This is an optimization exercise on Yosys and OpenROAD, whose aim is small area, not a production implementation.
At most, simulation tests tie the RTL to the original design; equivalence was not proved.
Power figures rest on the tool's default switching activity, not on a simulated workload.

==> inputs of violet <==
==> flow/design.v <==
module remi16_core (
    input  wire        clk,
    input  wire        rst,           
    input  wire        start,         
    input  wire        mode,          
    output wire        ready,
    output reg         done,
    output wire [1:0]  outcome,       
    output wire [2:0]  fault_code,    
    input  wire [3:0]  dbg_sel,
    output wire [15:0] dbg_rdata,
    input  wire [14:0] prog_n,        
    output wire [13:0] imem_addr,     
    input  wire [31:0] imem_rdata,
    output wire        dmem_req,
    output wire        dmem_we,
    output wire [17:0] dmem_addr,     
    output wire [7:0]  dmem_wdata,
    input  wire        dmem_gnt,
    input  wire [7:0]  dmem_rdata     
);
    localparam [2:0] S_IDLE  = 3'd0,
                     S_FETCH = 3'd1,    
                     S_DEC   = 3'd2,    
                     S_WAIT  = 3'd3,    
                     S_WR    = 3'd4,    
                     S_PCINC = 3'd5,    
                     S_MEM   = 3'd6,    
                     S_MEMD  = 3'd7;    
    reg  [2:0]  state;
    reg         second;      
    reg         run_mode;
    reg  [2:0]  res;         
    reg  [3:0]  ph;          
    reg         zr;          
    reg         cy;          
    reg  [7:0]  bbuf;        
    reg  [1:0]  mbl;         
    reg  [15:0] pc;
    assign ready    = (state == S_IDLE);
    assign outcome  = (res == 3'd0) ? 2'd0 : (res == 3'd7) ? 2'd1 : 2'd2;
    assign fault_code = res;
    assign imem_addr = pc[15:2];
    wire [31:0] w    = imem_rdata;
    wire [2:0]  o    = w[2:0];
    wire [3:0]  a0   = w[11:8];
    wire [3:0]  a1   = w[19:16];
    wire [3:0]  a2   = w[27:24];
    wire        a0hi = |w[15:12];
    wire        a1hi = |w[23:20];
    wire        a2hi = |w[31:28];
    wire is_nop = (o == 3'd0);
    wire is_hlt = (o == 3'd1);
    wire is_lit = (o == 3'd2);
    wire is_mov = (o == 3'd3);
    wire is_st  = (o == 3'd4);
    wire is_ld  = (o == 3'd5);
    wire is_add = (o == 3'd6);
    wire is_mem = is_st | is_ld;
    wire bad_op  = (|w[7:3]) | (&w[2:0]);
    wire bad_reg = ((is_lit | is_ld) & a2hi) | ((is_mov | is_add) & (a0hi | a1hi)) |
                   (is_st & a0hi);
    wire [3:0] dst  = is_mov ? a1 : is_add ? 4'd1 : a2;
    wire       dst0 = (dst == 4'd0);
    wire fetch_bad = (pc[1:0] != 2'b00) || ({1'b0, pc[15:2]} >= prog_n);
    reg  [3:0]  sel;
    always @(*) begin
        case (state)
            S_IDLE:  sel = dbg_sel;
            S_FETCH: sel = 4'd5;
            S_PCINC: sel = 4'd0;
            default: sel = a0;
        endcase
    end
    reg  [15:0] rf [1:15];
    reg  [15:0] rsel;
    integer r;
    always @(*) begin
        rsel = (sel == 4'd0) ? pc : 16'd0;
        for (r = 1; r < 16; r = r + 1)
            if (sel == r[3:0] && !zr)
                rsel = rsel | rf[r];
    end
    wire        swap = second && (state == S_MEM);
    wire [3:0]  amt  = ((sel == 4'd0) ? 4'd0 : ph) ^ {swap, 3'b000};
    wire [31:0] rdbl = {rsel, rsel} << amt;
    wire [15:0] rotp = rdbl[31:16];
    assign dbg_rdata = rotp;
    wire        uselit = is_lit && (state != S_PCINC);
    wire [15:0] pv  = (state == S_MEMD) ? {dmem_rdata, bbuf} :
                      uselit ? w[23:8] : rotp;
    wire [15:0] inc = {pv[15:2] + 14'd1, pv[1:0]};
    wire [15:0] mea = w[0] ? w[23:8] : w[31:16];
    wire [15:0] acc = mea + {15'd0, second};
    wire pcbit = pc[ph];
    wire pbit = uselit ? w[8 + ph] : (sel == 4'd0) ? pcbit : rsel[0];
    reg  qbit;
    integer q;
    always @(*) begin
        qbit = (a1 == 4'd0) & pcbit;
        for (q = 1; q < 16; q = q + 1)
            if (a1 == q[3:0])
                qbit = qbit | rf[q][0];
    end
    wire bbit = bbuf[ph[2:0]];
    wire sum  = qbit ^ pbit ^ cy;
    wire wd   = is_ld ? bbit : is_add ? sum : pbit;
    wire wact = (state == S_WR);
    genvar g;
    generate
        for (g = 1; g < 16; g = g + 1) begin : gr
            wire wr = wact && (dst == g);
            wire in = wr ? wd : (rf[g][0] & ~zr);
            always @(posedge clk)
                rf[g] <= {in, rf[g][15:1]};
        end
    endgenerate
    assign dmem_req   = (state == S_MEM) && !rst;
    assign dmem_we    = ~w[0];
    assign dmem_addr  = {acc[15] ? ({1'b0, mbl} + 3'd1) : 3'd0, acc[14:0]};
    assign dmem_wdata = rotp[7:0];
    wire bus_bad  = &mea;
    wire wr_start = (ph[2:0] == 3'd7) && (ph[3] ^ (is_ld && second));
    wire wr_end   = (ph[2:0] == 3'd7) && (is_ld || ph[3]);
    reg pc_we;
    always @(*) begin
        pc_we = 1'b0;
        case (state)
            S_DEC:   pc_we = !bad_op && !bad_reg && (is_lit || is_mov) && dst0;
            S_PCINC: pc_we = 1'b1;
            S_MEMD:  pc_we = second && dst0;
            default: pc_we = 1'b0;
        endcase
    end
    always @(posedge clk) begin
        if (rst)
            pc <= 16'd0;
        else if (pc_we)
            pc <= inc;
    end
    always @(posedge clk) begin
        cy <= wact && is_add && ((qbit & pbit) | (qbit & cy) | (pbit & cy));
        if (state == S_FETCH)
            mbl <= rotp[1:0];
        if (state == S_MEMD)
            bbuf <= dmem_rdata;
    end
    always @(posedge clk) begin
        if (rst) begin
            ph <= 4'd0;
            zr <= 1'b1;
        end else begin
            ph <= ph + 4'd1;
            if (ph == 4'd15)
                zr <= 1'b0;
        end
    end
    always @(posedge clk) begin
        if (rst) begin
            state  <= S_IDLE;
            done   <= 1'b0;
        end else begin
            done <= 1'b0;
            case (state)
                S_IDLE: begin
                    if (start) begin
                        run_mode <= mode;
                        state    <= S_FETCH;
                    end
                end
                S_FETCH: begin
                    if (fetch_bad)
                        finish(3'd4);
                    else
                        state <= S_DEC;
                end
                S_DEC: begin
                    second <= 1'b0;
                    if (bad_op)
                        finish(3'd2);
                    else if (bad_reg)
                        finish(3'd3);
                    else if (is_hlt)
                        finish(3'd7);
                    else if (is_mem && bus_bad)
                        finish(3'd1);
                    else if (is_mem)
                        state <= S_MEM;
                    else if (is_nop)
                        state <= S_PCINC;
                    else if (dst0)
                        retire();
                    else
                        state <= S_WAIT;
                end
                S_WAIT: begin
                    if (wr_start)
                        state <= S_WR;
                end
                S_WR: begin
                    if (wr_end) begin
                        if (is_ld && !second) begin
                            second <= 1'b1;
                            state  <= S_MEM;
                        end else
                            state <= S_PCINC;
                    end
                end
                S_PCINC: retire();
                S_MEM: begin
                    if (dmem_gnt) begin
                        if (is_ld)
                            state <= S_MEMD;
                        else if (!second)
                            second <= 1'b1;
                        else
                            state <= S_PCINC;
                    end
                end
                S_MEMD: begin
                    if (!dst0)
                        state <= S_WAIT;
                    else if (!second) begin
                        second <= 1'b1;
                        state  <= S_MEM;
                    end else
                        retire();
                end
            endcase
        end
    end
    task finish(input [2:0] code);
        begin
            state <= S_IDLE;
            done  <= 1'b1;
            res   <= code;
        end
    endtask
    task retire;
        begin
            if (run_mode) begin
                state <= S_FETCH;
            end else begin
                state <= S_IDLE;
                done  <= 1'b1;
                res   <= 3'd0;
            end
        end
    endtask
endmodule
==> flow/flow/run.sh <==
#!/bin/bash
# Own layout flow: the standard synthesis, then the combinational logic
# is re-mapped for area with Yosys/ABC (registers untouched), then the
# standard ORFS steps from floorplan to finish.
set -euo pipefail
R=orfs/results/${FLOW_PLATFORM}/remi16_core/base
LIB=${FLOW_HOME}/platforms/${FLOW_PLATFORM}/lib/sky130_fd_sc_hd__tt_025C_1v80.lib

bash standard.sh synth > run_synth.log 2>&1

cp $R/1_2_yosys.v $R/1_2_yosys_std.v
sed "s#LIBFILE#${LIB}#g" flow/remap.ys > remap_run.ys
yosys -s remap_run.ys > run_remap.log 2>&1
# the netlist changed: rebuild the synthesis database from it
rm -f $R/1_synth.odb $R/1_synth.sdc
touch $R/1_2_yosys.v $R/1_2_yosys.sdc

bash standard.sh BUFFER_PORTS_ARGS="-buffer_cell sky130_fd_sc_hd__buf_1" finish > run_finish.log 2>&1
test -f out/final.def
==> flow/flow/remap.abc <==
strash
&get -n
&dch -f
&nf -R 1000
&put
topo
stime -c
buffer -c
upsize -c
dnsize -c
==> flow/flow/remap.ys <==
# Re-map the combinational logic of the standard synthesis for area.
# The flip-flops (and their instance names) are kept as they are.
read_liberty -ignore_miss_func LIBFILE
read_verilog orfs/results/sky130hd/remi16_core/base/1_2_yosys_std.v
hierarchy -top remi16_core
setattr -mod -set keep_hierarchy 1 sky130_fd_sc_hd__df* sky130_fd_sc_hd__edf* sky130_fd_sc_hd__sdf* sky130_fd_sc_hd__dl*
flatten
opt_clean -purge
opt -full
opt_clean -purge
abc -script flow/remap.abc -D 6000 -liberty LIBFILE -dont_use sky130_fd_sc_hd__lpflow* -dont_use sky130_fd_sc_hd__probe*
opt_clean -purge
hilomap -singleton -hicell sky130_fd_sc_hd__conb_1 HI -locell sky130_fd_sc_hd__conb_1 LO
opt_clean -purge
splitnets
opt_clean -purge
select remi16_core
tee -o remap_stat.txt stat -liberty LIBFILE
write_verilog -noattr -noexpr -nohex -nodec -selected orfs/results/sky130hd/remi16_core/base/1_2_yosys.v
==> flow/standard.sh <==
#!/bin/bash
# synth_recipe.tcl (not shown) runs the flow's synth.tcl, then flattens the netlist and writes it again
# the make line also repeats each setting of config.mk as NAME=value (left out here)
make -C /OpenROAD-flow-scripts/flow DESIGN_CONFIG=/design/flow/config.mk WORK_HOME=/design/flow/orfs CLKGATE_MAP_FILE= SYNTH_SCRIPT=/design/flow/synth_recipe.tcl "${@:-finish}"
==> flow/config.mk <==
export PLATFORM = sky130hd
export DESIGN_NAME = remi16_core
export DESIGN_NICKNAME = remi16_core
export VERILOG_FILES = /design/flow/design.v
export SDC_FILE = /design/flow/constraint.sdc
export NUM_CORES = 4
export LEC_CHECK = 0
export ABC_AREA = 1
export CAP_MARGIN = 20
export CORE_MARGIN = 2
export CORE_UTILIZATION = 50
export CTS_CLUSTER_DIAMETER = 100
export CTS_CLUSTER_SIZE = 25
export GPL_TIMING_DRIVEN = 0
export PLACE_DENSITY = 0.7
export SETUP_SLACK_MARGIN = 0.1
export SLEW_MARGIN = 20
==> flow/constraint.sdc <==
create_clock -name core_clock -period 6.0 [get_ports {clk}]
set_input_delay 1.2000 -clock core_clock [delete_from_list [all_inputs] [get_ports {clk}]]
set_output_delay 1.2000 -clock core_clock [all_outputs]
set_load 0.01 [all_outputs]
==> onyx: changes against violet <==
--- a/flow/design.v
+++ b/flow/design.v
@@ -87,10 +87,17 @@
     wire [15:0] rotp = rdbl[31:16];
     assign dbg_rdata = rotp;
-    wire        uselit = is_lit && (state != S_PCINC);
+    wire        uselit = is_lit;
     wire [15:0] pv  = (state == S_MEMD) ? {dmem_rdata, bbuf} :
                       uselit ? w[23:8] : rotp;
-    wire [15:0] inc = {pv[15:2] + 14'd1, pv[1:0]};
-    wire [15:0] mea = w[0] ? w[23:8] : w[31:16];
-    wire [15:0] acc = mea + {15'd0, second};
+    wire [13:0] inc = pc[15:2] + 14'd1;
+    reg         mea_ld;      
+    reg         c15;         
+    wire [15:0] mea = mea_ld ? w[23:8] : w[31:16];
+    wire [14:0] acc = mea[14:0] + {14'd0, second};
+    wire        acc15 = mea[15] ^ (second & c15);
+    always @(posedge clk) begin
+        mea_ld <= w[0];
+        c15    <= &mea[14:0];
+    end
     wire pcbit = pc[ph];
     wire pbit = uselit ? w[8 + ph] : (sel == 4'd0) ? pcbit : rsel[0];
@@ -118,17 +125,15 @@
     assign dmem_req   = (state == S_MEM) && !rst;
     assign dmem_we    = ~w[0];
-    assign dmem_addr  = {acc[15] ? ({1'b0, mbl} + 3'd1) : 3'd0, acc[14:0]};
+    assign dmem_addr  = {acc15 ? ({1'b0, mbl} + 3'd1) : 3'd0, acc[14:0]};
     assign dmem_wdata = rotp[7:0];
-    wire bus_bad  = &mea;
+    wire bus_bad  = w[0] ? (&w[23:8]) : (&w[31:16]);
     wire wr_start = (ph[2:0] == 3'd7) && (ph[3] ^ (is_ld && second));
     wire wr_end   = (ph[2:0] == 3'd7) && (is_ld || ph[3]);
-    reg pc_we;
-    always @(*) begin
-        pc_we = 1'b0;
+    reg pc_ld;
+    always @(*) begin
         case (state)
-            S_DEC:   pc_we = !bad_op && !bad_reg && (is_lit || is_mov) && dst0;
-            S_PCINC: pc_we = 1'b1;
-            S_MEMD:  pc_we = second && dst0;
-            default: pc_we = 1'b0;
+            S_DEC:   pc_ld = !bad_op && !bad_reg && (is_lit || is_mov) && dst0;
+            S_MEMD:  pc_ld = second && dst0;
+            default: pc_ld = 1'b0;
         endcase
     end
@@ -136,6 +141,8 @@
         if (rst)
             pc <= 16'd0;
-        else if (pc_we)
-            pc <= inc;
+        else if (state == S_PCINC)
+            pc <= {inc, pc[1:0]};
+        else if (pc_ld)
+            pc <= pv;
     end
     always @(posedge clk) begin
@@ -187,8 +194,6 @@
                     else if (is_mem)
                         state <= S_MEM;
-                    else if (is_nop)
+                    else if (is_nop || dst0)
                         state <= S_PCINC;
-                    else if (dst0)
-                        retire();
                     else
                         state <= S_WAIT;
@@ -225,5 +230,5 @@
                         state  <= S_MEM;
                     end else
-                        retire();
+                        state <= S_PCINC;
                 end
             endcase
==> flow/flow/remap.abc (replaced) <==
strash
dc2
&get -n
&dch -f
&nf -R 1000
&put
strash
&get -n
&dch -f
&nf -R 1000
&put
--- a/flow/flow/remap.ys
+++ b/flow/flow/remap.ys
@@ -9,5 +9,5 @@
 opt -full
 opt_clean -purge
-abc -script flow/remap.abc -D 6000 -liberty LIBFILE -dont_use sky130_fd_sc_hd__lpflow* -dont_use sky130_fd_sc_hd__probe*
+abc -script flow/remap.abc -liberty LIBFILE -dont_use sky130_fd_sc_hd__lpflow* -dont_use sky130_fd_sc_hd__probe*
 opt_clean -purge
 hilomap -singleton -hicell sky130_fd_sc_hd__conb_1 HI -locell sky130_fd_sc_hd__conb_1 LO
==> tundra: changes against violet <==
--- a/flow/design.v
+++ b/flow/design.v
@@ -30,4 +30,5 @@
     reg  [2:0]  state;
     reg         second;      
+    reg         use_a1;      
     reg         run_mode;
     reg  [2:0]  res;         
@@ -63,4 +64,5 @@
     wire [3:0] dst  = is_mov ? a1 : is_add ? 4'd1 : a2;
     wire       dst0 = (dst == 4'd0);
+    wire       a1_1 = (a1 == 4'd1);
     wire fetch_bad = (pc[1:0] != 2'b00) || ({1'b0, pc[15:2]} >= prog_n);
     reg  [3:0]  sel;
@@ -70,5 +72,5 @@
             S_FETCH: sel = 4'd5;
             S_PCINC: sel = 4'd0;
-            default: sel = a0;
+            default: sel = use_a1 ? a1 : a0;
         endcase
     end
@@ -93,17 +95,9 @@
     wire [15:0] mea = w[0] ? w[23:8] : w[31:16];
     wire [15:0] acc = mea + {15'd0, second};
-    wire pcbit = pc[ph];
-    wire pbit = uselit ? w[8 + ph] : (sel == 4'd0) ? pcbit : rsel[0];
-    reg  qbit;
-    integer q;
-    always @(*) begin
-        qbit = (a1 == 4'd0) & pcbit;
-        for (q = 1; q < 16; q = q + 1)
-            if (a1 == q[3:0])
-                qbit = qbit | rf[q][0];
-    end
+    wire pbit = uselit ? w[8 + ph] : (sel == 4'd0) ? pc[ph] : rsel[0];
     wire bbit = bbuf[ph[2:0]];
-    wire sum  = qbit ^ pbit ^ cy;
-    wire wd   = is_ld ? bbit : is_add ? sum : pbit;
+    wire xb   = rf[1][0];
+    wire sum  = xb ^ pbit ^ cy;
+    wire wd   = is_ld ? bbit : (is_add && second) ? sum : pbit;
     wire wact = (state == S_WR);
     genvar g;
@@ -140,5 +134,5 @@
     end
     always @(posedge clk) begin
-        cy <= wact && is_add && ((qbit & pbit) | (qbit & cy) | (pbit & cy));
+        cy <= wact && is_add && second && ((xb & pbit) | (xb & cy) | (pbit & cy));
         if (state == S_FETCH)
             mbl <= rotp[1:0];
@@ -160,4 +154,5 @@
             state  <= S_IDLE;
             done   <= 1'b0;
+            use_a1 <= 1'b0;
         end else begin
             done <= 1'b0;
@@ -176,5 +171,5 @@
                 end
                 S_DEC: begin
-                    second <= 1'b0;
+                    second <= is_add && a1_1;
                     if (bad_op)
                         finish(3'd2);
@@ -200,9 +195,15 @@
                 S_WR: begin
                     if (wr_end) begin
-                        if (is_ld && !second) begin
+                        if (is_add && !second) begin
+                            second <= 1'b1;
+                            use_a1 <= 1'b1;
+                        end
+                        else if (is_ld && !second) begin
                             second <= 1'b1;
                             state  <= S_MEM;
-                        end else
-                            state <= S_PCINC;
+                        end else begin
+                            use_a1 <= 1'b0;
+                            state  <= S_PCINC;
+                        end
                     end
                 end
==> flow/run.sh (new file) <==
#!/bin/bash
# synth_recipe.tcl (not shown) runs the flow's synth.tcl, then flattens the netlist and writes it again
# the make line also repeats each setting of config.mk as NAME=value (left out here)
make -C /OpenROAD-flow-scripts/flow DESIGN_CONFIG=/design/flow/config.mk WORK_HOME=/design/flow/orfs CLKGATE_MAP_FILE= SYNTH_SCRIPT=/design/flow/synth_recipe.tcl finish
CORE_UTILIZATION = 40   (was 50)
CTS_CLUSTER_DIAMETER = not set   (was 100)
CTS_CLUSTER_SIZE = not set   (was 25)
GPL_TIMING_DRIVEN = not set   (was 0)
PLACE_DENSITY = 0.6   (was 0.7)
SETUP_SLACK_MARGIN = not set   (was 0.1)
removed: flow/flow/run.sh
removed: flow/flow/remap.abc
removed: flow/flow/remap.ys
removed: flow/standard.sh
==> summary of the runs <==
In tundra the first-iteration DRC count is larger than in onyx, by 20%.
Sequential share of layout area: onyx > violet > tundra.
The highest combinational power belongs to tundra, the lowest to onyx.
onyx went through all stages and came out clean. violet went through all stages and came out clean. tundra ran to the end with no violations.
The lowest total power belongs to onyx, the highest to tundra.
Between tundra and violet, the lower register-to-register slack is in violet (gap 1.3 ns).
==> figures <==
| quantity | violet | onyx | tundra |
|---|---|---|---|
| Beginning of the critical path | imem_rdata[11] | imem_rdata[11] | imem_rdata[8] |
| Met2 track demand over resource in global routing | 50.0% | 45.7% | 42.4% |
| Number of sequential cells | 281 | 283 | 282 |
| Run status | no timing/DRC/antenna violations | no timing/DRC/antenna violations | no timing/DRC/antenna violations |
| Placed Cells incl. Taps | 1,483 | 1,423 | 2,229 |
| Starting Density | 50.7% | 51.1% | 40.9% |
| Pre-Repair DR Iteration Count | 5 | 8 | 7 |
| Share of the final layout cell area in multi-input gates | 41.0% | 38.7% | 38.9% |
| Critical path arrival | 4.58 ns | 4.60 ns | 4.57 ns |
| Most area-hungry cell class in the final design | sequential cells | sequential cells | multi-input gates |
| Count of clock buffers in the final design | 17 | 17 | 41 |
| Reported clock group power | 0.00108 W | 0.00111 W | 0.00190 W |
Only the layout flow was run in onyx; the RTL was not checked for function there.

==> static timing again, ports no longer ideal <==
How much do the figures lean on ideal ports? The routed layouts below were timed once more, with nothing changed but the port constraints.
Step 1, drivers: a clkbuf_16 drives clk and a buf_2 each remaining input, both assumed.
Step 2 moves the port delays by t, midway between the first and last clock arrival at a register: inputs arrive t later, outputs are due t later. That takes back most of the time a late clock gives input paths.
Three values: no drivers, after step 1, after step 2; two values: the first two.
run	t (ns)	setup slack, ns	worst data-port slew with drivers (ns)
violet	0.539	0.217 / 0.188 / -0.195	0.04
onyx	0.536	0.204 / 0.179 / 0.179	0.06
tundra	0.619	0.234 / 0.210 / 0.210	0.05
Met with ideal ports but missed after step 2: setup timing in violet. The setup slack of violet, which loses most, moves by -0.029 ns with the drivers and by -0.412 ns with both steps.
